Context: an optimization exercise on an open-source flow, tuned for small area. The choices shown serve that exercise and are no tape-out recipe. In this exercise RTL edits were held to simulation tests only and were not proved equivalent to the original. Power figures rest on the tool's default switching activity, not on a simulated workload.

[flow/design.v]
module rtc_eqk (
    input  wire        clk,
    input  wire        rst,
    input  wire        c_valid,
    input  wire [39:0] c_cmd,
    output wire        c_ready,
    output reg         c_rvalid,
    output reg  [31:0] c_rdata,
    input  wire        p_valid,
    input  wire [39:0] p_cmd,
    output reg         p_rvalid,
    output reg  [31:0] p_rdata,
    input  wire        t_valid,
    input  wire [39:0] t_cmd,
    input  wire        x_valid,
    input  wire [39:0] x_cmd
);
    localparam [7:0] OP_INIT     = 8'h01;
    localparam [7:0] OP_SETIVL   = 8'h02;
    localparam [7:0] OP_NOW8     = 8'h03;
    localparam [7:0] OP_NOW16    = 8'h04;
    localparam [7:0] OP_NOW32    = 8'h05;
    localparam [7:0] OP_EL8      = 8'h06;
    localparam [7:0] OP_EL16     = 8'h07;
    localparam [7:0] OP_EL32     = 8'h08;
    localparam [7:0] OP_WAIT     = 8'h09;
    localparam [7:0] OP_PUT      = 8'h10;
    localparam [7:0] OP_GET      = 8'h11;
    localparam [7:0] OP_FLUSH    = 8'h12;
    localparam [7:0] OP_KEYINIT  = 8'h20;
    localparam [7:0] OP_KEYSTEP  = 8'h21;
    localparam [7:0] OP_KEYPR    = 8'h22;
    localparam [7:0] OP_STATUS   = 8'h30;
    localparam [7:0] OP_TICK     = 8'h40;
    localparam [7:0] OP_WAKE     = 8'h41;
    localparam [1:0] PORT_C = 2'd0;
    localparam [1:0] PORT_P = 2'd1;
    localparam [2:0] KS_UP     = 3'd0;
    localparam [2:0] KS_DOWN   = 3'd1;
    localparam [2:0] KS_READY  = 3'd2;
    localparam [2:0] KS_PRESS  = 3'd3;
    localparam [2:0] KS_REPEAT = 3'd4;
    function [2:0] fault_code;
        input [1:0]  port;
        input [39:0] w;
        reg          legal_op;
        reg          port_ok;
        reg   [31:0] rmask;
        begin
            legal_op = 1'b1;
            port_ok  = 1'b0;
            rmask    = 32'h0;
            case (w[39:32])
                OP_INIT, OP_SETIVL: begin
                    port_ok = (port == PORT_C);
                    rmask   = 32'hFFFF0000;
                end
                OP_NOW8, OP_NOW16, OP_NOW32, OP_STATUS: begin
                    port_ok = 1'b1;
                    rmask   = 32'hFFFFFFFF;
                end
                OP_EL8: begin
                    port_ok = 1'b1;
                    rmask   = 32'hFFFFFF00;
                end
                OP_EL16: begin
                    port_ok = 1'b1;
                    rmask   = 32'hFFFF0000;
                end
                OP_EL32: begin
                    port_ok = 1'b1;
                    rmask   = 32'h00000000;
                end
                OP_WAIT: begin
                    port_ok = (port == PORT_C);
                    rmask   = 32'hFFFE0000;
                end
                OP_PUT: begin
                    port_ok = (port == PORT_P);
                    rmask   = 32'hFFFF0000;
                end
                OP_GET, OP_FLUSH: begin
                    port_ok = (port == PORT_C);
                    rmask   = 32'hFFFFFFFF;
                end
                OP_KEYINIT, OP_KEYSTEP: begin
                    port_ok = (port == PORT_C);
                    rmask   = 32'hFFFFFF00;
                end
                OP_KEYPR: begin
                    port_ok = (port == PORT_C);
                    rmask   = 32'hFFFF0000;
                end
                OP_TICK, OP_WAKE: begin
                    port_ok = 1'b0;
                end
                default: legal_op = 1'b0;
            endcase
            if (!legal_op)
                fault_code = 3'd1;
            else if (!port_ok)
                fault_code = 3'd2;
            else if ((w[31:0] & rmask) != 32'h0)
                fault_code = 3'd3;
            else if (w[39:32] == OP_PUT && w[15:8] == 8'h00)
                fault_code = 3'd4;
            else
                fault_code = 3'd0;
        end
    endfunction
    function [2:0] fault_tx;
        input [7:0]  own;
        input [39:0] w;
        begin
            case (w[39:32])
                8'h01, 8'h02, 8'h03, 8'h04, 8'h05, 8'h06, 8'h07, 8'h08, 8'h09,
                8'h10, 8'h11, 8'h12, 8'h20, 8'h21, 8'h22, 8'h30, 8'h40, 8'h41:
                    fault_tx = (w[39:32] != own) ? 3'd2 :
                               (w[31:0] != 32'h0) ? 3'd3 : 3'd0;
                default: fault_tx = 3'd1;
            endcase
        end
    endfunction
    function [2:0] ctz8;
        input [7:0] v;
        integer k;
        begin
            ctz8 = 3'd0;
            for (k = 7; k >= 0; k = k - 1)
                if (v[k])
                    ctz8 = k[2:0];
        end
    endfunction
    reg [31:0] cnt;
    reg        ten;
    reg [15:0] ivl;
    reg [15:0] sub;
    reg [15:0] buf_q [0:31];
    reg [4:0]  gi;
    reg [5:0]  cntq;
    reg [7:0]  ovf;
    reg [7:0]  care;
    reg [7:0]  last;
    reg [2:0]  kst;
    reg        kv;
    reg [2:0]  kidx;
    reg [7:0]  rpt;
    reg [15:0] age;
    reg [2:0]  fault;
    reg        wpend;
    reg [15:0] wrem;
    reg        wmode;
    reg        sleep;
    assign c_ready = !wpend;
    wire [2:0] c_fc = fault_code(PORT_C, c_cmd);
    wire [2:0] p_fc = fault_code(PORT_P, p_cmd);
    wire [2:0] t_fc = fault_tx(OP_TICK, t_cmd);
    wire [2:0] x_fc = fault_tx(OP_WAKE, x_cmd);
    wire [7:0]  c_op  = c_cmd[39:32];
    wire [31:0] c_arg = c_cmd[31:0];
    wire [7:0]  p_op  = p_cmd[39:32];
    wire [31:0] p_arg = p_cmd[31:0];
    wire c_act = c_valid && !wpend;
    wire c_ok  = c_act && (c_fc == 3'd0);
    wire p_ok  = p_valid && (p_fc == 3'd0);
    wire t_ok  = t_valid && (t_fc == 3'd0);
    wire x_ok  = x_valid && (x_fc == 3'd0);
    wire c_init    = c_ok && (c_op == OP_INIT);
    wire c_setivl  = c_ok && (c_op == OP_SETIVL);
    wire c_wait    = c_ok && (c_op == OP_WAIT);
    wire c_get     = c_ok && (c_op == OP_GET);
    wire c_flush   = c_ok && (c_op == OP_FLUSH);
    wire c_keyinit = c_ok && (c_op == OP_KEYINIT);
    wire c_keystep = c_ok && (c_op == OP_KEYSTEP);
    wire p_put     = p_ok && (p_op == OP_PUT);
    wire [2:0] fault_c = (fault != 3'd0) ? fault :
                         (c_act ? c_fc : 3'd0);
    wire [2:0] n_fault = (fault_c != 3'd0) ? fault_c :
                         (p_valid && p_fc != 3'd0) ? p_fc :
                         (t_valid && t_fc != 3'd0) ? t_fc :
                         (x_valid ? x_fc : 3'd0);
    wire        ten_c  = ten | c_init;
    wire        ivl_wr = c_init | c_setivl;
    wire [15:0] ivl_c  = ivl_wr ? c_arg[15:0] : ivl;
    wire [15:0] sub_c  = ivl_wr ? 16'h0 : sub;
    wire        tick   = t_ok && ten_c;
    wire [31:0] cnt_i  = cnt + 32'h1;
    wire [15:0] sub_i  = sub_c + 16'h1;
    wire        ivl_nz = (ivl_c != 16'h0);
    wire        t_hit  = (sub_i == ivl_c);
    wire        tev    = tick && ivl_nz && t_hit;
    wire       get_ovf = c_get && (ovf != 8'h00);
    wire       get_pop = c_get && (ovf == 8'h00) && (cntq != 6'd0);
    wire [7:0] ovf_c   = (c_flush || get_ovf) ? 8'h00 : ovf;
    wire [5:0] cntq_c  = c_flush ? 6'd0 : (cntq - {5'd0, get_pop});
    wire [4:0] pi_c    = gi + cntq[4:0];      
    wire [4:0] gi_n    = (c_flush ? pi_c : gi) + {4'd0, get_pop};
    wire       full_p  = cntq_c[5];
    wire       w0      = p_put && !full_p;
    wire       full_t  = cntq_c[5] || (w0 && cntq_c[4:0] == 5'h1F);
    wire       w1      = tev && !full_t;
    reg [7:0] ovf_n;
    always @* begin
        ovf_n = ovf_c;
        if (p_put && full_p && ovf_n == 8'h00)
            ovf_n = p_arg[15:8];
        if (tev && full_t && ovf_n == 8'h00)
            ovf_n = 8'h02;
    end
    wire [5:0] cntq_n = cntq_c + {5'd0, w0} + {5'd0, w1};
    wire [15:0] put_d  = p_arg[15:0];
    wire [15:0] tick_d = {8'h02, cnt_i[7:0]};
    wire        any_w  = w0 | w1;
    wire        both_w = w0 & w1;
    wire [15:0] bus_e  = (!pi_c[0] && w0) ? put_d : tick_d;
    wire [15:0] bus_o  = ( pi_c[0] && w0) ? put_d : tick_d;
    reg [31:0] dec;
    integer s;
    always @* begin
        for (s = 0; s < 32; s = s + 1)
            dec[s] = (pi_c == s);
    end
    wire [31:0] wen = ({32{any_w}} & dec) | ({32{both_w}} & {dec[30:0], dec[31]});
    always @(posedge clk) begin
        for (s = 0; s < 32; s = s + 2) begin
            if (wen[s])   buf_q[s]   <= bus_e;
            if (wen[s+1]) buf_q[s+1] <= bus_o;
        end
    end
    wire [15:0] head = buf_q[gi];
    wire [7:0] k_cur = c_arg[7:0] & care;
    wire [7:0] k_chg = last ^ k_cur;
    wire [2:0] k_i   = ctz8(k_chg);
    wire       k_any = (k_chg != 8'h00);
    wire       k_dn  = !k_cur[k_i];
    wire       k_own = kv && (kidx == k_i);
    wire [7:0] rpt_i = (rpt == 8'hFF) ? 8'hFF : rpt + 8'h01;
    reg  [2:0]  kst_n;
    reg         kv_n;
    reg  [2:0]  kidx_n;
    reg  [7:0]  rpt_n;
    reg  [7:0]  last_n;
    reg         kref;       
    reg  [15:0] k_ev;
    always @* begin
        kst_n  = kst;
        kv_n   = kv;
        kidx_n = kidx;
        rpt_n  = rpt;
        last_n = last;
        kref   = 1'b0;
        k_ev   = 16'h0;
        if (c_keyinit) begin
            last_n = c_arg[7:0];
            kst_n  = KS_UP;
            kv_n   = 1'b0;
        end else if (c_keystep) begin
            if (k_any) begin
                last_n = last ^ (8'h01 << k_i);
                if (k_dn) begin
                    kv_n   = 1'b1;
                    kidx_n = k_i;
                    kst_n  = KS_DOWN;
                    kref   = 1'b1;
                    k_ev   = {8'h03, 5'b0, k_i};
                end else if (k_own) begin
                    case (kst)
                        KS_DOWN: begin
                            kst_n = KS_UP;
                            kref  = 1'b1;
                            k_ev  = {8'h07, 5'b0, k_i};
                        end
                        KS_READY, KS_REPEAT: begin
                            kst_n = KS_PRESS;
                            kref  = 1'b1;
                            k_ev  = {8'h05, 5'b0, k_i};
                        end
                        default: ;
                    endcase
                end
            end else begin
                case (kst)
                    KS_DOWN: if (age >= 16'd3) begin
                        kst_n = KS_READY;
                        k_ev  = {8'h04, 5'b0, kidx};
                    end
                    KS_READY: if (age >= 16'd30) begin
                        kst_n = KS_REPEAT;
                        rpt_n = 8'h01;
                        kref  = 1'b1;
                        k_ev  = 16'h0601;
                    end
                    KS_REPEAT: if (age >= 16'd6) begin
                        rpt_n = rpt_i;
                        kref  = 1'b1;
                        k_ev  = {8'h06, rpt_i};
                    end
                    KS_PRESS: kst_n = KS_UP;
                    KS_UP: if (kv && age >= 16'd12) begin
                        kv_n = 1'b0;
                        k_ev = {8'h08, 5'b0, kidx};
                    end
                    default: ;
                endcase
            end
        end
    end
    wire [15:0] age_n = (kref ? 16'h0 : age) + {15'd0, tick};
    wire        recheck = wpend && !sleep;
    wire        w_done  = recheck && (wrem == 16'h0);
    wire [15:0] wrem_c  = c_wait ? c_arg[15:0] : wrem;
    wire        wrem_nz = (wrem_c != 16'h0);
    wire [15:0] wrem_n  = wrem_c - {15'd0, tick && wrem_nz};
    wire        wake    = p_valid || tick || x_ok;
    reg wpend_n, wmode_n, sleep_n;
    always @* begin
        wpend_n = wpend;
        wmode_n = wmode;
        sleep_n = sleep;
        if (c_wait) begin
            wpend_n = 1'b1;
            wmode_n = c_arg[16];
            sleep_n = c_arg[16];
        end else if (recheck) begin
            if (wrem == 16'h0)
                wpend_n = 1'b0;
            else if (wmode)
                sleep_n = 1'b1;
        end
        if (wake)
            sleep_n = 1'b0;
    end
    wire [31:0] c_diff = cnt - c_arg;
    wire [31:0] p_diff = cnt - p_arg;
    reg [31:0] c_resp;
    always @* begin
        c_resp = 32'h0;
        if (c_ok) begin
            case (c_op)
                OP_SETIVL: c_resp = {16'h0, ivl};
                OP_NOW8, OP_EL8:   c_resp = {24'h0, c_diff[7:0]};
                OP_NOW16, OP_EL16: c_resp = {16'h0, c_diff[15:0]};
                OP_NOW32, OP_EL32: c_resp = c_diff;
                OP_GET: begin
                    if (ovf != 8'h00)
                        c_resp = {16'h0, 8'h01, ovf};
                    else if (cntq != 6'd0)
                        c_resp = {16'h0, head};
                end
                OP_KEYSTEP: c_resp = {16'h0, k_ev};
                OP_KEYPR:   c_resp = {31'h0, (c_arg[15:8] & c_arg[7:0]) == 8'h00};
                OP_STATUS:  c_resp = {7'h0, ten, ovf, 2'b0, cntq, 5'b0, fault};
                default: ;
            endcase
        end
    end
    reg [31:0] p_resp;
    always @* begin
        p_resp = 32'h0;
        if (p_ok) begin
            case (p_op)
                OP_NOW8, OP_EL8:   p_resp = {24'h0, p_diff[7:0]};
                OP_NOW16, OP_EL16: p_resp = {16'h0, p_diff[15:0]};
                OP_NOW32, OP_EL32: p_resp = p_diff;
                OP_STATUS:         p_resp = {7'h0, ten_c, ovf_c, 2'b0, cntq_c, 5'b0, fault_c};
                default: ;
            endcase
        end
    end
    always @(posedge clk) begin
        if (rst) begin
            cnt      <= 32'h0;
            ten      <= 1'b0;
            ivl      <= 16'h0;
            gi       <= 5'd0;
            cntq     <= 6'd0;
            ovf      <= 8'h00;
            care     <= 8'h00;
            last     <= 8'h00;
            kst      <= KS_UP;
            kv       <= 1'b0;
            fault    <= 3'd0;
            wpend    <= 1'b0;
            wmode    <= 1'b0;
            sleep    <= 1'b0;
            c_rvalid <= 1'b0;
            p_rvalid <= 1'b0;
        end else begin
            cnt      <= tick ? cnt_i : cnt;
            ten      <= ten_c;
            ivl      <= ivl_c;
            gi       <= gi_n;
            cntq     <= cntq_n;
            ovf      <= ovf_n;
            if (c_keyinit)
                care <= c_arg[7:0];
            last     <= last_n;
            kst      <= kst_n;
            kv       <= kv_n;
            fault    <= n_fault;
            wpend    <= wpend_n;
            wmode    <= wmode_n;
            sleep    <= sleep_n;
            c_rvalid <= (c_act && !c_wait) || w_done;
            p_rvalid <= p_valid;
        end
    end
    always @(posedge clk) begin
        sub     <= (tick && ivl_nz) ? (t_hit ? 16'h0 : sub_i) : sub_c;
        kidx    <= kidx_n;
        rpt     <= rpt_n;
        age     <= age_n;
        wrem    <= wrem_n;
        c_rdata <= c_resp;
        p_rdata <= p_resp;
    end
endmodule
[flow/run.sh]
#!/bin/bash
# synth_recipe.tcl (not shown) runs the flow's synth.tcl, then flattens the netlist and writes it again
# the make line also repeats each setting of config.mk as NAME=value (left out here)
make -C /OpenROAD-flow-scripts/flow DESIGN_CONFIG=/design/flow/config.mk WORK_HOME=/design/flow/orfs CLKGATE_MAP_FILE= SYNTH_SCRIPT=/design/flow/synth_recipe.tcl finish
[flow/config.mk]
export PLATFORM = sky130hd
export DESIGN_NAME = rtc_eqk
export DESIGN_NICKNAME = rtc_eqk
export VERILOG_FILES = /design/flow/design.v
export SDC_FILE = /design/flow/constraint.sdc
export NUM_CORES = 4
export LEC_CHECK = 0
export CAP_MARGIN = 40
export CORE_MARGIN = 2
export CORE_UTILIZATION = 40
export SLEW_MARGIN = 30
[flow/constraint.sdc]
create_clock -name core_clock -period 12.0 [get_ports {clk}]
set_input_delay 2.4000 -clock core_clock [delete_from_list [all_inputs] [get_ports {clk}]]
set_output_delay 2.4000 -clock core_clock [all_outputs]
set_load 0.01 [all_outputs]
==> impl_metrics.xml, run 1 <==
<?xml version="1.0" encoding="UTF-8"?>
<metrics>
  <group name="status">
    <metric name="status" unit="">no timing/DRC/antenna violations</metric>
  </group>
  <group name="final_layout">
    <metric name="multi_input_logic_area" unit="um^2">14400</metric>
    <metric name="post_route_cells_drive_above_1_share" unit="%">9.84</metric>
    <metric name="register_area" unit="um^2">19900</metric>
    <metric name="final_core_util" unit="%">48.6</metric>
    <metric name="number_of_fill_cells_in_the_layout" unit="">7909</metric>
    <metric name="relative_area_change_from_synthesis_to_final_layout" unit="%">21.0</metric>
    <metric name="final_nets" unit="">3759</metric>
  </group>
  <group name="detailed_routing">
    <metric name="via_per_inst" unit="">6.14</metric>
    <metric name="firstDrtPassIters" unit="">8</metric>
    <metric name="routed-via-count" unit="">29000</metric>
    <metric name="drt-total-wl" unit="um">136000</metric>
    <metric name="iteration_0_drc_markers" unit="">4495</metric>
    <metric name="route.antenna.remaining_nets" unit="">0</metric>
    <metric name="wire_per_inst" unit="um">28.7</metric>
    <metric name="post-route-drc-count" unit="">0</metric>
  </group>
  <group name="pwr">
    <metric name="cell_pwr_density" unit="nW/um^2">129</metric>
    <metric name="vdd.ir_drop.worst" unit="mV">0.122</metric>
    <metric name="totalPowerFinal" unit="W">0.00540</metric>
    <metric name="leakage" unit="nW">15.1</metric>
  </group>
  <group name="placement">
    <metric name="dp_slack" unit="ns">1.60</metric>
    <metric name="finalWeightedCongestion" unit="">0.989</metric>
    <metric name="dpl.hpwl" unit="um">98000</metric>
    <metric name="place.port_buffers" unit="">232</metric>
  </group>
  <group name="cts">
    <metric name="clock_insertion_delay_at_the_later_pin_of_the_skew_report" unit="ns">0.70</metric>
    <metric name="tritoncts.num_buffers" unit="">80</metric>
    <metric name="cts_buffer_depth" unit="">3</metric>
    <metric name="cts_tree" unit="">done</metric>
    <metric name="cts_sinks" unit="">731</metric>
    <metric name="cts_post_setup_buffers_inserted" unit="">0</metric>
    <metric name="cts_root_buffer" unit="">sky130_fd_sc_hd__clkbuf_16</metric>
    <metric name="cts_hold_buf" unit="">0</metric>
    <metric name="cts_repair_resize_count" unit="">0</metric>
    <metric name="cts.clk_slew.worst_paths" unit="ns">0.07</metric>
    <metric name="cts.htree.levels" unit="">3</metric>
  </group>
  <group name="floorplan">
    <metric name="design.core.area" unit="um^2">86500</metric>
    <metric name="floorplan.die_area" unit="um^2">89200</metric>
    <metric name="design.portCount" unit="">233</metric>
    <metric name="rows" unit="">108</metric>
    <metric name="initial_core_util" unit="%">40.2</metric>
    <metric name="die-height" unit="um">299</metric>
    <metric name="die-width" unit="um">299</metric>
  </group>
  <group name="setup_path">
    <metric name="cpMaxStageDelayCell" unit="">sky130_fd_sc_hd__nor3_2</metric>
    <metric name="cpMostUsedCell" unit="">sky130_fd_sc_hd__or3_1</metric>
    <metric name="worst_r2r_endpoint" unit="">buf_q[9][15]</metric>
    <metric name="worst-path-stages" unit="">18</metric>
    <metric name="cp.arrival" unit="ns">10.19</metric>
    <metric name="crit_chain" unit="">clkdlybuf4s50_1 &gt; or3_1 &gt; or3_1 &gt; a21bo_2 &gt; nand3_1 &gt; and2_1 &gt; ha_1 &gt; nand4_1 &gt; nor2_1 &gt; nand3_1 &gt; xnor2_1 &gt; a2111o_1 &gt; a2111oi_0 &gt; a41oi_1 &gt; or3_1 &gt; maj3_2 &gt; nor3_2 &gt; buf_4</metric>
    <metric name="worst_setup_path_endpoint" unit="">buf_q[9][15]</metric>
    <metric name="crit_required" unit="ns">12.35</metric>
    <metric name="timing.rr.start" unit="">wpend</metric>
    <metric name="worstSetupEndpointType" unit="">flip-flop</metric>
    <metric name="critical-path-top-delay-family" unit="">simple AND/OR/NAND/NOR gates</metric>
    <metric name="timing.critical_path.buf_inv" unit="">2</metric>
    <metric name="reg2reg_slack" unit="ns">5.36</metric>
    <metric name="worst_setup_path_start_kind" unit="">input port</metric>
    <metric name="timing.critical_path.fanout_max" unit="">16</metric>
    <metric name="critPathMaxStageDelay" unit="ns">0.71</metric>
    <metric name="critPathKind" unit="">in -&gt; reg</metric>
    <metric name="timing.critical_path.from" unit="">c_cmd[37]</metric>
    <metric name="reg2reg_depth" unit="">17</metric>
  </group>
  <group name="worst_hold_path">
    <metric name="hold_path_startpoint" unit="">wmode</metric>
    <metric name="holdCritPathClass" unit="">reg -&gt; reg</metric>
  </group>
  <group name="timing">
    <metric name="fmax" unit="MHz">102</metric>
    <metric name="max_slew_violation_count" unit="">0</metric>
    <metric name="total_count_of_hold_check_failures_in_the_final_report" unit="">0</metric>
    <metric name="final.setup_skew" unit="ns">0.0732</metric>
    <metric name="period_needed" unit="ns">9.83</metric>
    <metric name="finalSetupViolCount" unit="">0</metric>
    <metric name="grt_setup_unrepaired" unit="">false</metric>
    <metric name="slew-limit-headroom" unit="%">33.6</metric>
    <metric name="crit_share_post_route" unit="%">81.9</metric>
    <metric name="hold_slack_final" unit="ns">0.457</metric>
    <metric name="finalWorstSetupSlack" unit="ns">2.17</metric>
    <metric name="worstMarginPinSlew" unit="ns">0.996</metric>
    <metric name="timing.setup.tns" unit="ns">0</metric>
  </group>
  <group name="logic_synthesis">
    <metric name="synthArstFlopShare" unit="%">0</metric>
    <metric name="syn_avg_cell_area" unit="um^2">10.8</metric>
    <metric name="synth_warnings" unit="">2</metric>
    <metric name="syn_area" unit="um^2">34700</metric>
    <metric name="postSynthNetCount" unit="">3453</metric>
    <metric name="synth-edff-count" unit="">523</metric>
    <metric name="gate_count_of_the_mapped_netlist" unit="">3205</metric>
    <metric name="synth_cell_types" unit="">95</metric>
    <metric name="ys_seq_elements" unit="">731</metric>
    <metric name="synth_top_flop_cell" unit="">sky130_fd_sc_hd__edfxtp_1</metric>
    <metric name="synth_seq_area_share" unit="%">57.2</metric>
  </group>
  <group name="global_routing">
    <metric name="grt_start_max_net_pins" unit="">44</metric>
    <metric name="grt_pass1_vias" unit="">26700</metric>
    <metric name="grt_overflow" unit="">0</metric>
    <metric name="first_pass_grt_wire_length" unit="um">192000</metric>
    <metric name="grt.total_usage" unit="%">29.7</metric>
    <metric name="grt_antenna_before_repair" unit="">8</metric>
  </group>
  <group name="run">
    <metric name="max-cap-violations" unit="">0</metric>
  </group>
</metrics>
[synth_stat cells (all sizes together), types with 18 or more instances]
cell type | instances | area [um^2]
o21a | 18 | 135
ha | 78 | 976
a31oi | 22 | 138
nor4 | 76 | 497
nor2 | 294 | 1100
a22oi | 263 | 1970
xnor2 | 107 | 937
nand3 | 71 | 355
clkbuf | 101 | 379
and3 | 34 | 213
xor2 | 62 | 543
a21oi | 203 | 1020
inv | 116 | 435
mux2i | 28 | 280
nand3b | 18 | 135
nand2 | 318 | 1200
dfxtp | 208 | 4160
nor3 | 116 | 601
a21o | 29 | 218
nand4 | 53 | 338
or3 | 37 | 236
nor2b | 26 | 163
edfxtp | 523 | 15700
nand2b | 32 | 200
o21ai | 104 | 520
[area by class of cell]
| type | count | area share, % |
|---|---|---|
| Antenna cell | 2 | 0.0119 |
| Clock buffer | 100 | 5.04 |
| Clock inverter | 47 | 1.40 |
| Inverter | 118 | 1.05 |
| Multi-Input combinational cell | 2239 | 34.2 |
| Sequential cell | 731 | 47.3 |
| Tap cell | 1155 | 3.44 |
| Timing Repair Buffer | 341 | 7.58 |
[stage by stage]
step,instances,area (um^2)
2_1_floorplan,3205,34700
3_3_place_gp,4565,39000
3_5_place_dp,4575,39200
4_1_cts,4722,41900
5_1_grt,4731,42000
6_report,4733,42000
[registers in the layout, summed over array words and instances, names as in the netlist, 16 cells and up]
signal / count
age: 16
buf_q: 512
c_rdata: 32
cnt: 32
ivl: 16
p_rdata: 32
sub: 16
wrem: 16
[how the worst min path moves through the flow]
stage	end	slack (ns)	depth (start not counted)
final	wmode	0.46	2
after floorplan	wmode	0.43	2
after CTS	wmode	0.45	2
after global routing	wmode	0.47	2
after detailed placement	wmode	0.45	2
after global placement	wmode	0.44	2
[worst reg2reg max path: cells and delay by family, from the launching register on]
family,cells,cell delay [ns]
adder cells (fa/ha/maj),2,0.94
XOR/XNOR,1,0.11
AND/OR/NAND/NOR,9,2.79
AO/OA/AOI/OAI,4,1.84
buffers and inverters,1,0.31
flip-flops,1,0.34
[cells in the final DEF, fill, tap and decap left out, types with 94 or more instances in the layout]
cell type                         count
sky130_fd_sc_hd__clkdlybuf4s50_1    231
sky130_fd_sc_hd__a21oi_1            187
sky130_fd_sc_hd__buf_4               94
sky130_fd_sc_hd__xnor2_1            107
sky130_fd_sc_hd__dfxtp_1            208
sky130_fd_sc_hd__edfxtp_1           523
sky130_fd_sc_hd__o21ai_0            102
sky130_fd_sc_hd__nand2_1            317
sky130_fd_sc_hd__a22oi_1            263
sky130_fd_sc_hd__inv_1              115
sky130_fd_sc_hd__nor2_1             278
[kinds of logic after synthesis]
kind of cell               Yosys count  share of synthesized area [%]
xor gates and xnor gates           169                           4.26
DFF                                731                           57.2
and+or+nand+nor                   1150                           16.1
buffers and inverters              235                           2.65
AOI/OAI and AO/OA                  803                           15.7
muxes                               34                           1.00
adders and majority gates           83                           3.07
[power by group]
part | switching (W) | internal [W] | total (W)
logic | 0.000106 | 0.0000892 | 0.000195
registers | 0.00000244 | 0.00267 | 0.00267
clock network | 0.00110 | 0.00143 | 0.00253
total | 0.00121 | 0.00419 | 0.00540
[per-layer routing]
layer	track usage (%)	vias to the layer above	share of wire (%)
met2	42.5	1901	42
li1	-	12700	-
met1	41.8	14100	40
met4	12.5	8	4.7
met3	8.70	334	13
met5	0.899	-	0.11
==> run 2: changes to the inputs <==
--- a/flow/design.v
+++ b/flow/design.v
@@ -40,85 +40,69 @@
     localparam [2:0] KS_READY  = 3'd2;
     localparam [2:0] KS_PRESS  = 3'd3;
     localparam [2:0] KS_REPEAT = 3'd4;
-    function [2:0] fault_code;
-        input [1:0]  port;
+    function op_legal;
+        input [7:0] op;
+        begin
+            case (op)
+                8'h01, 8'h02, 8'h03, 8'h04, 8'h05, 8'h06, 8'h07, 8'h08, 8'h09,
+                8'h10, 8'h11, 8'h12, 8'h20, 8'h21, 8'h22, 8'h30, 8'h40, 8'h41:
+                    op_legal = 1'b1;
+                default: op_legal = 1'b0;
+            endcase
+        end
+    endfunction
+    function [2:0] fault_cp;
+        input        is_p;
         input [39:0] w;
-        reg          legal_op;
-        reg          port_ok;
-        reg   [31:0] rmask;
+        reg port_ok, n_lo, n_mid, n_16, n_hi, resv;
         begin
-            legal_op = 1'b1;
-            port_ok  = 1'b0;
-            rmask    = 32'h0;
+            port_ok = 1'b0;
+            n_lo = 1'b0; n_mid = 1'b0; n_16 = 1'b0; n_hi = 1'b0;
             case (w[39:32])
-                OP_INIT, OP_SETIVL: begin
-                    port_ok = (port == PORT_C);
-                    rmask   = 32'hFFFF0000;
-                end
-                OP_NOW8, OP_NOW16, OP_NOW32, OP_STATUS: begin
-                    port_ok = 1'b1;
-                    rmask   = 32'hFFFFFFFF;
-                end
-                OP_EL8: begin
-                    port_ok = 1'b1;
-                    rmask   = 32'hFFFFFF00;
-                end
-                OP_EL16: begin
-                    port_ok = 1'b1;
-                    rmask   = 32'hFFFF0000;
-                end
-                OP_EL32: begin
-                    port_ok = 1'b1;
-                    rmask   = 32'h00000000;
-                end
-                OP_WAIT: begin
-                    port_ok = (port == PORT_C);
-                    rmask   = 32'hFFFE0000;
-                end
-                OP_PUT: begin
-                    port_ok = (port == PORT_P);
-                    rmask   = 32'hFFFF0000;
+                8'h01, 8'h02: begin port_ok = !is_p; n_16 = 1'b1; n_hi = 1'b1; end
+                8'h03, 8'h04, 8'h05, 8'h30: begin
+                    port_ok = 1'b1; n_lo = 1'b1; n_mid = 1'b1; n_16 = 1'b1; n_hi = 1'b1;
+                end
+                8'h06: begin port_ok = 1'b1; n_mid = 1'b1; n_16 = 1'b1; n_hi = 1'b1; end
+                8'h07: begin port_ok = 1'b1; n_16 = 1'b1; n_hi = 1'b1; end
+                8'h08: port_ok = 1'b1;
+                8'h09: begin port_ok = !is_p; n_hi = 1'b1; end
+                8'h10: begin port_ok = is_p; n_16 = 1'b1; n_hi = 1'b1; end
+                8'h11, 8'h12: begin
+                    port_ok = !is_p; n_lo = 1'b1; n_mid = 1'b1; n_16 = 1'b1; n_hi = 1'b1;
                 end
-                OP_GET, OP_FLUSH: begin
-                    port_ok = (port == PORT_C);
-                    rmask   = 32'hFFFFFFFF;
-                end
-                OP_KEYINIT, OP_KEYSTEP: begin
-                    port_ok = (port == PORT_C);
-                    rmask   = 32'hFFFFFF00;
-                end
-                OP_KEYPR: begin
-                    port_ok = (port == PORT_C);
-                    rmask   = 32'hFFFF0000;
-                end
-                OP_TICK, OP_WAKE: begin
-                    port_ok = 1'b0;
-                end
-                default: legal_op = 1'b0;
+                8'h20, 8'h21: begin port_ok = !is_p; n_mid = 1'b1; n_16 = 1'b1; n_hi = 1'b1; end
+                8'h22: begin port_ok = !is_p; n_16 = 1'b1; n_hi = 1'b1; end
+                default: ;
             endcase
-            if (!legal_op)
-                fault_code = 3'd1;
+            resv = (n_lo  && w[7:0]   != 8'h0) ||
+                   (n_mid && w[15:8]  != 8'h0) ||
+                   (n_16  && w[16]) ||
+                   (n_hi  && w[31:17] != 15'h0);
+            if (!op_legal(w[39:32]))
+                fault_cp = 3'd1;
             else if (!port_ok)
-                fault_code = 3'd2;
-            else if ((w[31:0] & rmask) != 32'h0)
-                fault_code = 3'd3;
-            else if (w[39:32] == OP_PUT && w[15:8] == 8'h00)
-                fault_code = 3'd4;
+                fault_cp = 3'd2;
+            else if (resv)
+                fault_cp = 3'd3;
+            else if (is_p && w[39:32] == 8'h10 && w[15:8] == 8'h00)
+                fault_cp = 3'd4;
             else
-                fault_code = 3'd0;
+                fault_cp = 3'd0;
         end
     endfunction
     function [2:0] fault_tx;
         input [7:0]  own;
         input [39:0] w;
         begin
-            case (w[39:32])
-                8'h01, 8'h02, 8'h03, 8'h04, 8'h05, 8'h06, 8'h07, 8'h08, 8'h09,
-                8'h10, 8'h11, 8'h12, 8'h20, 8'h21, 8'h22, 8'h30, 8'h40, 8'h41:
-                    fault_tx = (w[39:32] != own) ? 3'd2 :
-                               (w[31:0] != 32'h0) ? 3'd3 : 3'd0;
-                default: fault_tx = 3'd1;
-            endcase
+            if (!op_legal(w[39:32]))
+                fault_tx = 3'd1;
+            else if (w[39:32] != own)
+                fault_tx = 3'd2;
+            else if (w[31:0] != 32'h0)
+                fault_tx = 3'd3;
+            else
+                fault_tx = 3'd0;
         end
     endfunction
     function [2:0] ctz8;
@@ -131,6 +115,72 @@
                     ctz8 = k[2:0];
         end
     endfunction
+    function [31:0] inc32;                  
+        input [31:0] x;
+        input        c;
+        integer k;
+        reg cc;
+        begin
+            cc = c;
+            for (k = 0; k < 32; k = k + 1) begin
+                inc32[k] = x[k] ^ cc;
+                cc = x[k] & cc;
+            end
+        end
+    endfunction
+    function [15:0] inc16;                  
+        input [15:0] x;
+        input        c;
+        integer k;
+        reg cc;
+        begin
+            cc = c;
+            for (k = 0; k < 16; k = k + 1) begin
+                inc16[k] = x[k] ^ cc;
+                cc = x[k] & cc;
+            end
+        end
+    endfunction
+    function [15:0] dec16;                  
+        input [15:0] x;
+        input        c;
+        integer k;
+        reg cc;
+        begin
+            cc = c;
+            for (k = 0; k < 16; k = k + 1) begin
+                dec16[k] = x[k] ^ cc;
+                cc = ~x[k] & cc;
+            end
+        end
+    endfunction
+    function [31:0] sub32;
+        input [31:0] a;
+        input [31:0] b;
+        integer k;
+        reg c;
+                begin
+            c = 1'b1;
+            for (k = 0; k < 16; k = k + 1) begin
+                sub32[k] = a[k] ^ ~b[k] ^ c;
+                c = (a[k] & ~b[k]) | (a[k] & c) | (~b[k] & c);
+            end
+            sub32[31:16] = dec16(hi_diff(a[31:16], b[31:16]), ~c);
+        end
+    endfunction
+    function [15:0] hi_diff;
+        input [15:0] a;
+        input [15:0] b;
+        integer k;
+        reg c;
+        begin
+            c = 1'b1;
+            for (k = 0; k < 16; k = k + 1) begin
+                hi_diff[k] = a[k] ^ ~b[k] ^ c;
+                c = (a[k] & ~b[k]) | (a[k] & c) | (~b[k] & c);
+            end
+        end
+    endfunction
     reg [31:0] cnt;
     reg        ten;
     reg [15:0] ivl;
@@ -152,8 +202,8 @@
     reg        wmode;
     reg        sleep;
     assign c_ready = !wpend;
-    wire [2:0] c_fc = fault_code(PORT_C, c_cmd);
-    wire [2:0] p_fc = fault_code(PORT_P, p_cmd);
+    wire [2:0] c_fc = fault_cp(1'b0, c_cmd);
+    wire [2:0] p_fc = fault_cp(1'b1, p_cmd);
     wire [2:0] t_fc = fault_tx(OP_TICK, t_cmd);
     wire [2:0] x_fc = fault_tx(OP_WAKE, x_cmd);
     wire [7:0]  c_op  = c_cmd[39:32];
@@ -184,8 +234,8 @@
     wire [15:0] ivl_c  = ivl_wr ? c_arg[15:0] : ivl;
     wire [15:0] sub_c  = ivl_wr ? 16'h0 : sub;
     wire        tick   = t_ok && ten_c;
-    wire [31:0] cnt_i  = cnt + 32'h1;
-    wire [15:0] sub_i  = sub_c + 16'h1;
+    wire [31:0] cnt_n  = inc32(cnt, tick);
+    wire [15:0] sub_i  = inc16(sub_c, 1'b1);
     wire        ivl_nz = (ivl_c != 16'h0);
     wire        t_hit  = (sub_i == ivl_c);
     wire        tev    = tick && ivl_nz && t_hit;
@@ -209,7 +259,7 @@
     end
     wire [5:0] cntq_n = cntq_c + {5'd0, w0} + {5'd0, w1};
     wire [15:0] put_d  = p_arg[15:0];
-    wire [15:0] tick_d = {8'h02, cnt_i[7:0]};
+    wire [15:0] tick_d = {8'h02, cnt_n[7:0]};
     wire        any_w  = w0 | w1;
     wire        both_w = w0 & w1;
     wire [15:0] bus_e  = (!pi_c[0] && w0) ? put_d : tick_d;
@@ -305,12 +355,12 @@
             end
         end
     end
-    wire [15:0] age_n = (kref ? 16'h0 : age) + {15'd0, tick};
+    wire [15:0] age_n = inc16(kref ? 16'h0 : age, tick);
     wire        recheck = wpend && !sleep;
     wire        w_done  = recheck && (wrem == 16'h0);
     wire [15:0] wrem_c  = c_wait ? c_arg[15:0] : wrem;
     wire        wrem_nz = (wrem_c != 16'h0);
-    wire [15:0] wrem_n  = wrem_c - {15'd0, tick && wrem_nz};
+    wire [15:0] wrem_n  = dec16(wrem_c, tick && wrem_nz);
     wire        wake    = p_valid || tick || x_ok;
     reg wpend_n, wmode_n, sleep_n;
     always @* begin
@@ -330,8 +380,8 @@
         if (wake)
             sleep_n = 1'b0;
     end
-    wire [31:0] c_diff = cnt - c_arg;
-    wire [31:0] p_diff = cnt - p_arg;
+    wire [31:0] c_diff = sub32(cnt, c_arg);
+    wire [31:0] p_diff = sub32(cnt, p_arg);
     reg [31:0] c_resp;
     always @* begin
         c_resp = 32'h0;
@@ -386,7 +436,7 @@
             c_rvalid <= 1'b0;
             p_rvalid <= 1'b0;
         end else begin
-            cnt      <= tick ? cnt_i : cnt;
+            cnt      <= cnt_n;
             ten      <= ten_c;
             ivl      <= ivl_c;
             gi       <= gi_n;
==> flow/flow/run.sh (new file) <==
#!/bin/bash
# The standard layout (standard.sh: the standard flow's synthesis and ORFS flow), with two
# changes: port buffers use the smallest buffer, and the clock tree uses fewer,
# larger leaf clusters without dummy loads.
set -euo pipefail
CTS="-sink_clustering_enable -repair_clock_nets -dont_use_dummy_load"
CTS="$CTS -buf_list sky130_fd_sc_hd__clkbuf_8 -sink_clustering_size 15 -sink_clustering_max_diameter 60"
bash standard.sh \
    "BUFFER_PORTS_ARGS=-buffer_cell sky130_fd_sc_hd__buf_1" \
    "CTS_ARGS=$CTS" \
    finish > standard.log 2>&1
==> flow/standard.sh (new file) <==
#!/bin/bash
# synth_recipe.tcl (not shown) runs the flow's synth.tcl, then flattens the netlist and writes it again
# the make line also repeats each setting of config.mk as NAME=value (left out here)
make -C /OpenROAD-flow-scripts/flow DESIGN_CONFIG=/design/flow/config.mk WORK_HOME=/design/flow/orfs CLKGATE_MAP_FILE= SYNTH_SCRIPT=/design/flow/synth_recipe.tcl "${@:-finish}"
==> flow/config.mk (replaced) <==
export PLATFORM = sky130hd
export DESIGN_NAME = rtc_eqk
export DESIGN_NICKNAME = rtc_eqk
export VERILOG_FILES = /design/flow/design.v
export SDC_FILE = /design/flow/constraint.sdc
export NUM_CORES = 4
export LEC_CHECK = 0
export CAP_MARGIN = 20
export CORE_MARGIN = 2
export CORE_UTILIZATION = 60
export SLEW_MARGIN = 20
removed: flow/run.sh
==> impl_metrics.xml, run 2 <==
<?xml version="1.0" encoding="UTF-8"?>
<metrics>
  <group name="setup_path">
    <metric name="worst_setup_path_start_kind" unit="">input port</metric>
    <metric name="critical-path-top-delay-family" unit="">adder cells</metric>
    <metric name="timing.critical_path.fanout_max" unit="">2</metric>
    <metric name="timing.critical_path.buf_inv" unit="">3</metric>
    <metric name="critPathMaxStageDelay" unit="ns">0.41</metric>
    <metric name="crit_required" unit="ns">12.55</metric>
    <metric name="cpMaxStageDelayCell" unit="">sky130_fd_sc_hd__fa_1</metric>
    <metric name="worstSetupEndpointType" unit="">flip-flop</metric>
    <metric name="cp.arrival" unit="ns">11.17</metric>
    <metric name="timing.critical_path.from" unit="">c_cmd[0]</metric>
    <metric name="critPathKind" unit="">in -&gt; reg</metric>
    <metric name="timing.rr.start" unit="">cnt[0]</metric>
    <metric name="cpMostUsedCell" unit="">sky130_fd_sc_hd__ha_1</metric>
  </group>
  <group name="detailed_routing">
    <metric name="routed-via-count" unit="">24800</metric>
    <metric name="firstDrtPassIters" unit="">7</metric>
    <metric name="post-route-drc-count" unit="">0</metric>
    <metric name="iteration_0_drc_markers" unit="">2982</metric>
    <metric name="drt-total-wl" unit="um">111000</metric>
    <metric name="wire_per_inst" unit="um">30.2</metric>
    <metric name="route.antenna.remaining_nets" unit="">0</metric>
    <metric name="via_per_inst" unit="">6.75</metric>
  </group>
  <group name="global_routing">
    <metric name="first_pass_grt_wire_length" unit="um">159000</metric>
    <metric name="grt_overflow" unit="">0</metric>
    <metric name="grt_antenna_before_repair" unit="">6</metric>
    <metric name="grt_pass1_vias" unit="">23900</metric>
    <metric name="grt.total_usage" unit="%">38.8</metric>
    <metric name="grt_start_max_net_pins" unit="">55</metric>
  </group>
  <group name="cts">
    <metric name="cts_post_setup_buffers_inserted" unit="">0</metric>
    <metric name="cts_tree" unit="">done</metric>
    <metric name="tritoncts.num_buffers" unit="">60</metric>
    <metric name="cts_hold_buf" unit="">0</metric>
    <metric name="cts.clk_slew.worst_paths" unit="ns">0.07</metric>
    <metric name="cts_sinks" unit="">731</metric>
    <metric name="clock_insertion_delay_at_the_later_pin_of_the_skew_report" unit="ns">0.77</metric>
    <metric name="cts_root_buffer" unit="">sky130_fd_sc_hd__clkbuf_8</metric>
    <metric name="cts_repair_resize_count" unit="">0</metric>
    <metric name="cts_buffer_depth" unit="">3</metric>
    <metric name="cts.htree.levels" unit="">2</metric>
  </group>
  <group name="timing">
    <metric name="total_count_of_hold_check_failures_in_the_final_report" unit="">0</metric>
    <metric name="finalSetupViolCount" unit="">0</metric>
    <metric name="fmax" unit="MHz">94.2</metric>
    <metric name="finalWorstSetupSlack" unit="ns">1.38</metric>
    <metric name="grt_setup_unrepaired" unit="">false</metric>
    <metric name="crit_share_post_route" unit="%">88.5</metric>
    <metric name="worstMarginPinSlew" unit="ns">1.23</metric>
    <metric name="period_needed" unit="ns">10.62</metric>
    <metric name="hold_slack_final" unit="ns">0.465</metric>
    <metric name="slew-limit-headroom" unit="%">17.4</metric>
    <metric name="timing.setup.tns" unit="ns">0</metric>
    <metric name="max_slew_violation_count" unit="">0</metric>
    <metric name="final.setup_skew" unit="ns">0.124</metric>
  </group>
  <group name="logic_synthesis">
    <metric name="ys_seq_elements" unit="">731</metric>
    <metric name="synth_area_leader_cell" unit="">sky130_fd_sc_hd__edfxtp_1</metric>
    <metric name="synth_top_flop_cell" unit="">sky130_fd_sc_hd__edfxtp_1</metric>
    <metric name="synth_warnings" unit="">2</metric>
    <metric name="gate_count_of_the_mapped_netlist" unit="">2650</metric>
    <metric name="synth_top_area_share" unit="%">47.2</metric>
    <metric name="synth_seq_area_share" unit="%">59.8</metric>
    <metric name="ys_top_cells_by_count" unit="">sky130_fd_sc_hd__edfxtp_1 (523), sky130_fd_sc_hd__dfxtp_1 (208), sky130_fd_sc_hd__nand2_1 (175)</metric>
    <metric name="most_frequently_used_cell_type_in_the_post_synthesis_netlist" unit="">sky130_fd_sc_hd__edfxtp_1</metric>
    <metric name="synth-edff-count" unit="">523</metric>
    <metric name="synthArstFlopShare" unit="%">0</metric>
    <metric name="syn_avg_cell_area" unit="um^2">12.5</metric>
    <metric name="postSynthNetCount" unit="">3005</metric>
    <metric name="synth_cell_types" unit="">103</metric>
    <metric name="ys_top_cells_by_area" unit="">sky130_fd_sc_hd__edfxtp_1 (47%), sky130_fd_sc_hd__dfxtp_1 (13%), sky130_fd_sc_hd__ha_1 (4.9%)</metric>
    <metric name="syn_area" unit="um^2">33200</metric>
  </group>
  <group name="placement">
    <metric name="place.port_buffers" unit="">232</metric>
    <metric name="post-place-cells" unit="">3611</metric>
    <metric name="dpl.hpwl" unit="um">76900</metric>
    <metric name="finalWeightedCongestion" unit="">1.01</metric>
    <metric name="dp_slack" unit="ns">0.678</metric>
  </group>
  <group name="run">
    <metric name="max-cap-violations" unit="">0</metric>
  </group>
  <group name="final_layout">
    <metric name="final_nets" unit="">3281</metric>
    <metric name="relative_area_change_from_synthesis_to_final_layout" unit="%">9.42</metric>
    <metric name="final_core_util" unit="%">66.2</metric>
    <metric name="top_library_cells_by_usage_in_the_layout_fill_and_taps_aside" unit="">sky130_fd_sc_hd__edfxtp_1 (523), sky130_fd_sc_hd__buf_1 (231), sky130_fd_sc_hd__dfxtp_1 (208)</metric>
    <metric name="multi_input_logic_area" unit="um^2">12500</metric>
    <metric name="layoutNonFillerInstCount" unit="">3678</metric>
    <metric name="regMostFlops" unit="">buf_q</metric>
    <metric name="register_area" unit="um^2">19900</metric>
    <metric name="post_route_cells_drive_above_1_share" unit="%">8.72</metric>
    <metric name="largest_register_ffs" unit="">512</metric>
    <metric name="number_of_fill_cells_in_the_layout" unit="">4115</metric>
    <metric name="final_common_cell" unit="">sky130_fd_sc_hd__edfxtp_1</metric>
  </group>
  <group name="worst_hold_path">
    <metric name="holdCritPathClass" unit="">reg -&gt; reg</metric>
    <metric name="hold_path_startpoint" unit="">care[0]</metric>
  </group>
  <group name="pwr">
    <metric name="leakage" unit="nW">12.9</metric>
    <metric name="vdd.ir_drop.worst" unit="mV">0.129</metric>
    <metric name="cell_pwr_density" unit="nW/um^2">111</metric>
  </group>
  <group name="floorplan">
    <metric name="floorplan.die_area" unit="um^2">57300</metric>
    <metric name="rows" unit="">86</metric>
    <metric name="design.core.area" unit="um^2">55000</metric>
    <metric name="design.portCount" unit="">233</metric>
    <metric name="initial_core_util" unit="%">60.5</metric>
    <metric name="die-height" unit="um">239</metric>
    <metric name="die-width" unit="um">239</metric>
  </group>
  <group name="status">
    <metric name="status" unit="">no timing/DRC/antenna violations</metric>
  </group>
</metrics>
==> run 2: cell types whose count changed after synthesis, moves of 70 or more <==
cell / delta
sky130_fd_sc_hd__a21oi_1: -112
sky130_fd_sc_hd__a221oi_1: +97
sky130_fd_sc_hd__a22o_1: +99
sky130_fd_sc_hd__a22oi_1: -196
sky130_fd_sc_hd__nand2_1: -142
sky130_fd_sc_hd__nor2_1: -150
sky130_fd_sc_hd__xnor2_1: -70
==> run 2: final timing paths <==
kind / end / slack (ns) / cells past startpoint
worst max-delay path: c_rdata[31] / 1.38 / 37
worst min-delay path: care[0] / 0.46 / 2
worst max register to register: c_rdata[31] / 2.76 / 37
worst min register to register: care[0] / 0.46 / 2
==> run 2: layer usage <==
layer / part of all wire (%) / GRT usage, %
met4: 6.5 / 21.8
met2: 47 / 62.6
met3: 11 / 7.77
met1: 36 / 49.4
met5: 0.021 / 0
==> run 2: stage by stage <==
| stage | total power, W | cell area [um^2] |
|---|---|---|
| floorplan | 0.00279 | 33200 |
| global placement | 0.00286 | 35500 |
| detailed placement | 0.00286 | 35500 |
| CTS | 0.00403 | 36400 |
| global route | 0.00412 | 36400 |
| finish | 0.00403 | 36400 |
==> run 2: power by group <==
group | total (W) | internal (W) | leakage, nW | switching, W
sequential | 0.00267 | 0.00267 | 6.18 | 0.000000491
combinational | 0.000137 | 0.0000458 | 6.26 | 0.0000910
clock | 0.00123 | 0.000443 | 0.431 | 0.000783
total | 0.00403 | 0.00315 | 12.9 | 0.000875
==> run 2: cells by family (layout without fill, tap and decap cells) <==
logic type	count (synthesis)	in the layout	share of synthesized area (%)
DFF	731	731	59.8
AOI/OAI and AO/OA	596	596	13.5
and+or+nand+nor	753	753	11.9
buffers and inverters	270	544	3.21
other	0	6	0
muxes	47	47	1.54
xor gates and xnor gates	64	64	1.69
adders and majority gates	189	189	8.47
==> run 2: cell type report <==
type	instances	share of cell area (%)
Sequential cell	731	54.6
Multi-Input combinational cell	1649	34.4
Timing Repair Buffer	328	4.49
Tap cell	748	2.57
Clock buffer	60	2.27
Inverter	156	1.61
Antenna cell	6	0.0413
==> run 2: worst register-to-register path: cells and delay by family (launching register included) <==
| family | cells | cell delay (ns) |
|---|---|---|
| adders and majority gates | 31 | 8.17 |
| buffers and inverters | 3 | 0.28 |
| and+or+nand+nor | 1 | 0.05 |
| xor gates and xnor gates | 2 | 0.28 |
| DFF | 1 | 0.33 |
==> run 3: changes to the inputs <==
--- a/flow/design.v
+++ b/flow/design.v
@@ -154,30 +154,30 @@
             end
         end
     endfunction
-    function [31:0] sub32;
-        input [31:0] a;
-        input [31:0] b;
+    function [31:0] add32;
+        input [31:0] x;
+        input [31:0] y;
         integer k;
         reg c;
-                begin
-            c = 1'b1;
+        begin
+            c = 1'b0;
             for (k = 0; k < 16; k = k + 1) begin
-                sub32[k] = a[k] ^ ~b[k] ^ c;
-                c = (a[k] & ~b[k]) | (a[k] & c) | (~b[k] & c);
+                add32[k] = x[k] ^ y[k] ^ c;
+                c = (x[k] & y[k]) | (x[k] & c) | (y[k] & c);
             end
-            sub32[31:16] = dec16(hi_diff(a[31:16], b[31:16]), ~c);
+            add32[31:16] = inc16(add16(x[31:16], y[31:16]), c);
         end
     endfunction
-    function [15:0] hi_diff;
-        input [15:0] a;
-        input [15:0] b;
+    function [15:0] add16;
+        input [15:0] x;
+        input [15:0] y;
         integer k;
         reg c;
         begin
-            c = 1'b1;
+            c = 1'b0;
             for (k = 0; k < 16; k = k + 1) begin
-                hi_diff[k] = a[k] ^ ~b[k] ^ c;
-                c = (a[k] & ~b[k]) | (a[k] & c) | (~b[k] & c);
+                add16[k] = x[k] ^ y[k] ^ c;
+                c = (x[k] & y[k]) | (x[k] & c) | (y[k] & c);
             end
         end
     endfunction
@@ -277,7 +277,15 @@
             if (wen[s+1]) buf_q[s+1] <= bus_o;
         end
     end
-    wire [15:0] head = buf_q[gi];
+    reg [31:0]  rsel;
+    reg [15:0]  head;
+    always @* begin
+        head = 16'h0;
+        for (s = 0; s < 32; s = s + 1) begin
+            rsel[s] = (gi == s);
+            head = head | ({16{rsel[s]}} & buf_q[s]);
+        end
+    end
     wire [7:0] k_cur = c_arg[7:0] & care;
     wire [7:0] k_chg = last ^ k_cur;
     wire [2:0] k_i   = ctz8(k_chg);
@@ -380,8 +388,9 @@
         if (wake)
             sleep_n = 1'b0;
     end
-    wire [31:0] c_diff = sub32(cnt, c_arg);
-    wire [31:0] p_diff = sub32(cnt, p_arg);
+    wire [31:0] ncnt   = ~cnt;
+    wire [31:0] c_diff = ~add32(ncnt, c_arg);
+    wire [31:0] p_diff = ~add32(ncnt, p_arg);
     reg [31:0] c_resp;
     always @* begin
         c_resp = 32'h0;
@@ -431,8 +440,6 @@
             kv       <= 1'b0;
             fault    <= 3'd0;
             wpend    <= 1'b0;
-            wmode    <= 1'b0;
-            sleep    <= 1'b0;
             c_rvalid <= 1'b0;
             p_rvalid <= 1'b0;
         end else begin
@@ -449,14 +456,14 @@
             kv       <= kv_n;
             fault    <= n_fault;
             wpend    <= wpend_n;
-            wmode    <= wmode_n;
-            sleep    <= sleep_n;
             c_rvalid <= (c_act && !c_wait) || w_done;
             p_rvalid <= p_valid;
         end
     end
     always @(posedge clk) begin
         sub     <= (tick && ivl_nz) ? (t_hit ? 16'h0 : sub_i) : sub_c;
+        wmode   <= wmode_n;
+        sleep   <= sleep_n;
         kidx    <= kidx_n;
         rpt     <= rpt_n;
         age     <= age_n;
==> flow/flow/run.sh (replaced) <==
#!/bin/bash
# The standard layout (standard.sh: the standard flow's synthesis and ORFS flow), with three
# changes:
#  - ABC maps the combinational logic with an area-oriented script
#    (flow/area.abc: &nf with the delay constraint relaxed); everything else in
#    the synthesis, registers included, is synth_recipe.tcl unchanged;
#  - port buffers use the smallest buffer;
#  - the clock tree uses fewer, larger leaf clusters without dummy loads.
set -euo pipefail
W=$(pwd)
{
    head -n 1 synth_recipe.tcl
    echo "proc abc {args} { set i [lsearch \$args -script]; if {\$i >= 0} { lset args [expr {\$i + 1}] $W/flow/area.abc }; yosys abc {*}\$args }"
    tail -n +2 synth_recipe.tcl
} > area_synth.tcl
CTS="-sink_clustering_enable -repair_clock_nets -dont_use_dummy_load"
CTS="$CTS -buf_list sky130_fd_sc_hd__clkbuf_8 -sink_clustering_size 15 -sink_clustering_max_diameter 60"
bash standard.sh \
    "SYNTH_SCRIPT=$W/area_synth.tcl" \
    "BUFFER_PORTS_ARGS=-buffer_cell sky130_fd_sc_hd__buf_1" \
    "CTS_ARGS=$CTS" \
    finish > standard.log 2>&1
==> flow/flow/area.abc (new file) <==
&get -n
&st
&dch -f
&nf -R 1000 -p
&st
&syn2
&if -g -K 6
&synch2
&nf -R 1000 -p
&st
&dch -f
&nf -R 1000 -p
&st
&syn2
&if -g -K 6
&synch2
&nf -R 1000 -p
&st
&dch -f
&nf -R 1000 -p
&put
topo
stime -c
dnsize -c
--- a/flow/config.mk
+++ b/flow/config.mk
@@ -5,7 +5,7 @@
 export SDC_FILE = /design/flow/constraint.sdc
 export NUM_CORES = 4
 export LEC_CHECK = 0
-export CAP_MARGIN = 20
+export CAP_MARGIN = 10
 export CORE_MARGIN = 2
 export CORE_UTILIZATION = 60
-export SLEW_MARGIN = 20
+export SLEW_MARGIN = 10
==> impl_metrics.xml, run 3 <==
<?xml version="1.0" encoding="UTF-8"?>
<metrics>
  <group name="cts">
    <metric name="cts_buffer_depth" unit="">3</metric>
    <metric name="cts_hold_buf" unit="">0</metric>
    <metric name="cts_tree" unit="">done</metric>
    <metric name="cts.clk_slew.worst_paths" unit="ns">0.06</metric>
    <metric name="clock_insertion_delay_at_the_later_pin_of_the_skew_report" unit="ns">0.72</metric>
    <metric name="tritoncts.num_buffers" unit="">59</metric>
    <metric name="cts.htree.levels" unit="">2</metric>
    <metric name="cts_repair_resize_count" unit="">0</metric>
    <metric name="cts_post_setup_buffers_inserted" unit="">0</metric>
    <metric name="cts_sinks" unit="">731</metric>
    <metric name="cts_root_buffer" unit="">sky130_fd_sc_hd__clkbuf_8</metric>
  </group>
  <group name="placement">
    <metric name="dp_slack" unit="ns">0.411</metric>
    <metric name="place.port_buffers" unit="">232</metric>
    <metric name="finalWeightedCongestion" unit="">0.992</metric>
    <metric name="post-place-cells" unit="">3525</metric>
    <metric name="dpl.hpwl" unit="um">75100</metric>
    <metric name="cell_area_reported_after_detailed_placement" unit="um^2">34600</metric>
  </group>
  <group name="logic_synthesis">
    <metric name="synth_top_flop_cell" unit="">sky130_fd_sc_hd__edfxtp_1</metric>
    <metric name="syn_avg_cell_area" unit="um^2">12.8</metric>
    <metric name="synth_seq_area_share" unit="%">62.5</metric>
    <metric name="ys_seq_elements" unit="">731</metric>
    <metric name="synth_warnings" unit="">2</metric>
    <metric name="ys_top_cells_by_area" unit="">sky130_fd_sc_hd__edfxtp_1 (50%), sky130_fd_sc_hd__dfxtp_1 (13%), sky130_fd_sc_hd__ha_1 (5.1%)</metric>
    <metric name="synth_cell_types" unit="">60</metric>
    <metric name="postSynthNetCount" unit="">2842</metric>
    <metric name="gate_count_of_the_mapped_netlist" unit="">2487</metric>
    <metric name="syn_area" unit="um^2">31800</metric>
    <metric name="ys_top_cells_by_count" unit="">sky130_fd_sc_hd__edfxtp_1 (524), sky130_fd_sc_hd__nor2_1 (247), sky130_fd_sc_hd__nand2_1 (211)</metric>
    <metric name="synth_area_leader_cell" unit="">sky130_fd_sc_hd__edfxtp_1</metric>
    <metric name="synth_top_area_share" unit="%">49.5</metric>
    <metric name="synthArstFlopShare" unit="%">0</metric>
    <metric name="most_frequently_used_cell_type_in_the_post_synthesis_netlist" unit="">sky130_fd_sc_hd__edfxtp_1</metric>
    <metric name="synth-edff-count" unit="">524</metric>
  </group>
  <group name="pwr">
    <metric name="share_of_total_power_in_combinational_logic" unit="%">3.1</metric>
    <metric name="clock_power_share" unit="%">30.1</metric>
    <metric name="power.share.sequential" unit="%">66.7</metric>
    <metric name="net_switching_power_figure" unit="W">0.000851</metric>
    <metric name="p_int" unit="W">0.00314</metric>
    <metric name="leakage" unit="nW">12.9</metric>
    <metric name="cell_pwr_density" unit="nW/um^2">113</metric>
    <metric name="vdd.ir_drop.worst" unit="mV">0.0887</metric>
    <metric name="switching_share" unit="%">21.3</metric>
  </group>
  <group name="timing">
    <metric name="total_count_of_hold_check_failures_in_the_final_report" unit="">0</metric>
    <metric name="worstMarginPinSlew" unit="ns">1.28</metric>
    <metric name="max_slew_violation_count" unit="">0</metric>
    <metric name="timing.setup.tns" unit="ns">0</metric>
    <metric name="finalSetupViolCount" unit="">0</metric>
    <metric name="finalWorstSetupSlack" unit="ns">1.06</metric>
    <metric name="slew-limit-headroom" unit="%">14.3</metric>
    <metric name="final.setup_skew" unit="ns">0.121</metric>
    <metric name="hold_slack_final" unit="ns">0.459</metric>
    <metric name="crit_share_post_route" unit="%">91.2</metric>
    <metric name="period_needed" unit="ns">10.94</metric>
    <metric name="grt_setup_unrepaired" unit="">false</metric>
    <metric name="fmax" unit="MHz">91.4</metric>
  </group>
  <group name="global_routing">
    <metric name="grt_overflow" unit="">0</metric>
    <metric name="met3_usage" unit="%">8.00</metric>
    <metric name="grt_pass1_vias" unit="">24100</metric>
    <metric name="gr-usage-met1" unit="%">49.0</metric>
    <metric name="layer_carrying_the_most_global_route_usage" unit="">met2</metric>
    <metric name="use_met2" unit="%">66.1</metric>
    <metric name="first_pass_grt_wire_length" unit="um">155000</metric>
    <metric name="grt.total_usage" unit="%">39.7</metric>
    <metric name="grt_start_max_net_pins" unit="">47</metric>
    <metric name="grt_antenna_before_repair" unit="">4</metric>
  </group>
  <group name="floorplan">
    <metric name="design.core.area" unit="um^2">52400</metric>
    <metric name="die-width" unit="um">234</metric>
    <metric name="floorplan.die_area" unit="um^2">54800</metric>
    <metric name="rows" unit="">84</metric>
    <metric name="initial_core_util" unit="%">60.6</metric>
    <metric name="die-height" unit="um">234</metric>
    <metric name="design.portCount" unit="">233</metric>
  </group>
  <group name="final_layout">
    <metric name="relative_area_change_from_synthesis_to_final_layout" unit="%">11.6</metric>
    <metric name="finish.instance_area" unit="um^2">35500</metric>
    <metric name="number_of_fill_cells_in_the_layout" unit="">3899</metric>
    <metric name="top_library_cells_by_usage_in_the_layout_fill_and_taps_aside" unit="">sky130_fd_sc_hd__edfxtp_1 (524), sky130_fd_sc_hd__nor2_1 (235), sky130_fd_sc_hd__buf_1 (231)</metric>
    <metric name="final_common_cell" unit="">sky130_fd_sc_hd__edfxtp_1</metric>
    <metric name="regMostFlops" unit="">buf_q</metric>
    <metric name="largest_register_ffs" unit="">512</metric>
    <metric name="final_nets" unit="">3255</metric>
    <metric name="layoutNonFillerInstCount" unit="">3592</metric>
    <metric name="post_route_cells_drive_above_1_share" unit="%">7.63</metric>
  </group>
  <group name="run">
    <metric name="max-cap-violations" unit="">0</metric>
  </group>
  <group name="setup_path">
    <metric name="worst_setup_path_start_kind" unit="">input port</metric>
    <metric name="crit_required" unit="ns">12.50</metric>
    <metric name="reg2reg_slack" unit="ns">2.43</metric>
    <metric name="worstSetupEndpointType" unit="">flip-flop</metric>
    <metric name="cp.arrival" unit="ns">11.44</metric>
    <metric name="reg2reg_depth" unit="">39</metric>
    <metric name="timing.rr.start" unit="">cnt[0]</metric>
    <metric name="timing.critical_path.fanout_max" unit="">4</metric>
    <metric name="critPathKind" unit="">in -&gt; reg</metric>
    <metric name="cpMostUsedCell" unit="">sky130_fd_sc_hd__ha_1</metric>
    <metric name="critPathMaxStageDelay" unit="ns">0.46</metric>
    <metric name="worst_r2r_endpoint" unit="">p_rdata[31]</metric>
    <metric name="cpMaxStageDelayCell" unit="">sky130_fd_sc_hd__fa_1</metric>
  </group>
  <group name="detailed_routing">
    <metric name="drt-total-wl" unit="um">108000</metric>
    <metric name="iteration_0_drc_markers" unit="">3196</metric>
    <metric name="wire_per_inst" unit="um">30.1</metric>
    <metric name="firstDrtPassIters" unit="">9</metric>
    <metric name="routed-via-count" unit="">24300</metric>
    <metric name="post-route-drc-count" unit="">0</metric>
    <metric name="via_per_inst" unit="">6.77</metric>
    <metric name="route.antenna.remaining_nets" unit="">0</metric>
  </group>
  <group name="worst_hold_path">
    <metric name="worstHoldPathCells" unit="">2</metric>
    <metric name="hold_path_startpoint" unit="">care[4]</metric>
    <metric name="hold_path_end" unit="">care[4]</metric>
    <metric name="holdCritPathClass" unit="">reg -&gt; reg</metric>
  </group>
  <group name="status">
    <metric name="status" unit="">no timing/DRC/antenna violations</metric>
  </group>
</metrics>
## run 3: kinds of logic after synthesis
| family | count (synthesis) | share of synthesized area, % |
|---|---|---|
| flops | 731 | 62.5 |
| mux | 25 | 0.803 |
| buf+inv | 118 | 1.39 |
| compound gates | 499 | 11.5 |
| fa+ha+maj | 189 | 8.86 |
| xor+xnor | 76 | 2.09 |
| simple gates | 849 | 12.8 |
## run 3: power by group through the flow
stage / clock network [W] / logic (W) / registers [W]
after floorplan: 0 / 0.0000494 / 0.00272
after global placement: 0 / 0.000121 / 0.00272
after detailed placement: 0 / 0.000123 / 0.00272
after CTS: 0.00120 / 0.000124 / 0.00267
after global routing: 0.00130 / 0.000136 / 0.00267
final: 0.00120 / 0.000126 / 0.00267
## run 3: area by class of cell
| class | count | area (um^2) | area share, % |
|---|---|---|---|
| inverters | 118 | 443 | 1.25 |
| multi-input cells | 1638 | 11700 | 32.9 |
| flip-flops and latches | 731 | 19900 | 56.1 |
| well taps | 688 | 861 | 2.43 |
| diodes | 6 | 15.0 | 0.0423 |
| clock buffers | 59 | 812 | 2.29 |
| repair buffers | 352 | 1800 | 5.07 |
## run 3: worst max-delay path by stage
stage,from,endpoint
after floorplan,c_cmd[33],buf_q[10][0]
after global placement,c_cmd[0],c_rdata[31]
after detailed placement,p_cmd[0],p_rdata[31]
after CTS,p_cmd[0],p_rdata[31]
after global routing,p_cmd[0],p_rdata[31]
final,p_cmd[0],p_rdata[31]
## run 3: stage by stage
step / util, % / power (W)
global placement: 66.0 / 0.00285
detailed placement: 66.0 / 0.00285
floorplan: - / 0.00277
CTS: 67.5 / 0.00399
finish: 67.6 / 0.00400
global route: 67.6 / 0.00410
## run 3: metal layers
layer | wire (um) | part of all wire, % | up-vias
li1 | - | - | 10400
met1 | 36900 | 34 | 11800
met2 | 51600 | 48 | 1784
met3 | 12600 | 12 | 356
met4 | 6910 | 6.4 | 0
met5 | 0 | 0 | -
## run 3: critical path, delay by kind of cell
kind | cells | cell delay [ns]
buffers and inverters | 5 | 0.46
XOR/XNOR | 2 | 0.31
adder cells (fa/ha/maj) | 31 | 8.22
AND/OR/NAND/NOR | 1 | 0.05

afterwards: timing with drivers on the ports:
The flow's constraints put no driver on any port. The routed layouts listed below were extracted and timed again, unchanged, in two steps.
Step 1 sets driving cells, clkbuf_16 on the clock port and buf_2 on the other inputs (assumed; they add their load-dependent delay and slew).
Step 2, shift: input delay + t, output delay - t, t = (earliest + latest rising clock arrival at the registers) / 2. This alone moves slack from input paths to output paths.
Slacks: no drivers / after step 1 / after step 2; pairs: no drivers / after step 1.
| run | shift t [ns] | slack for setup (ns) | hold WS [ns] | worst register clock-pin slew, ns |
|---|---|---|---|---|
| run 1 | 0.733 | 2.167 / 2.221 / 1.488 | 0.457 / 0.457 / 0.457 | 0.07 / 0.07 |
| run 2 | 0.766 | 1.385 / 1.394 / 0.628 | 0.465 / 0.465 / 0.465 | 0.11 / 0.11 |
| run 3 | 0.717 | 1.057 / 1.092 / 0.375 | 0.459 / 0.459 / 0.459 | 0.11 / 0.11 |
After both steps every run listed still meets setup and hold. The setup slack of run 2, which loses most, moves by +0.009 ns with the drivers and by -0.757 ns with both steps.
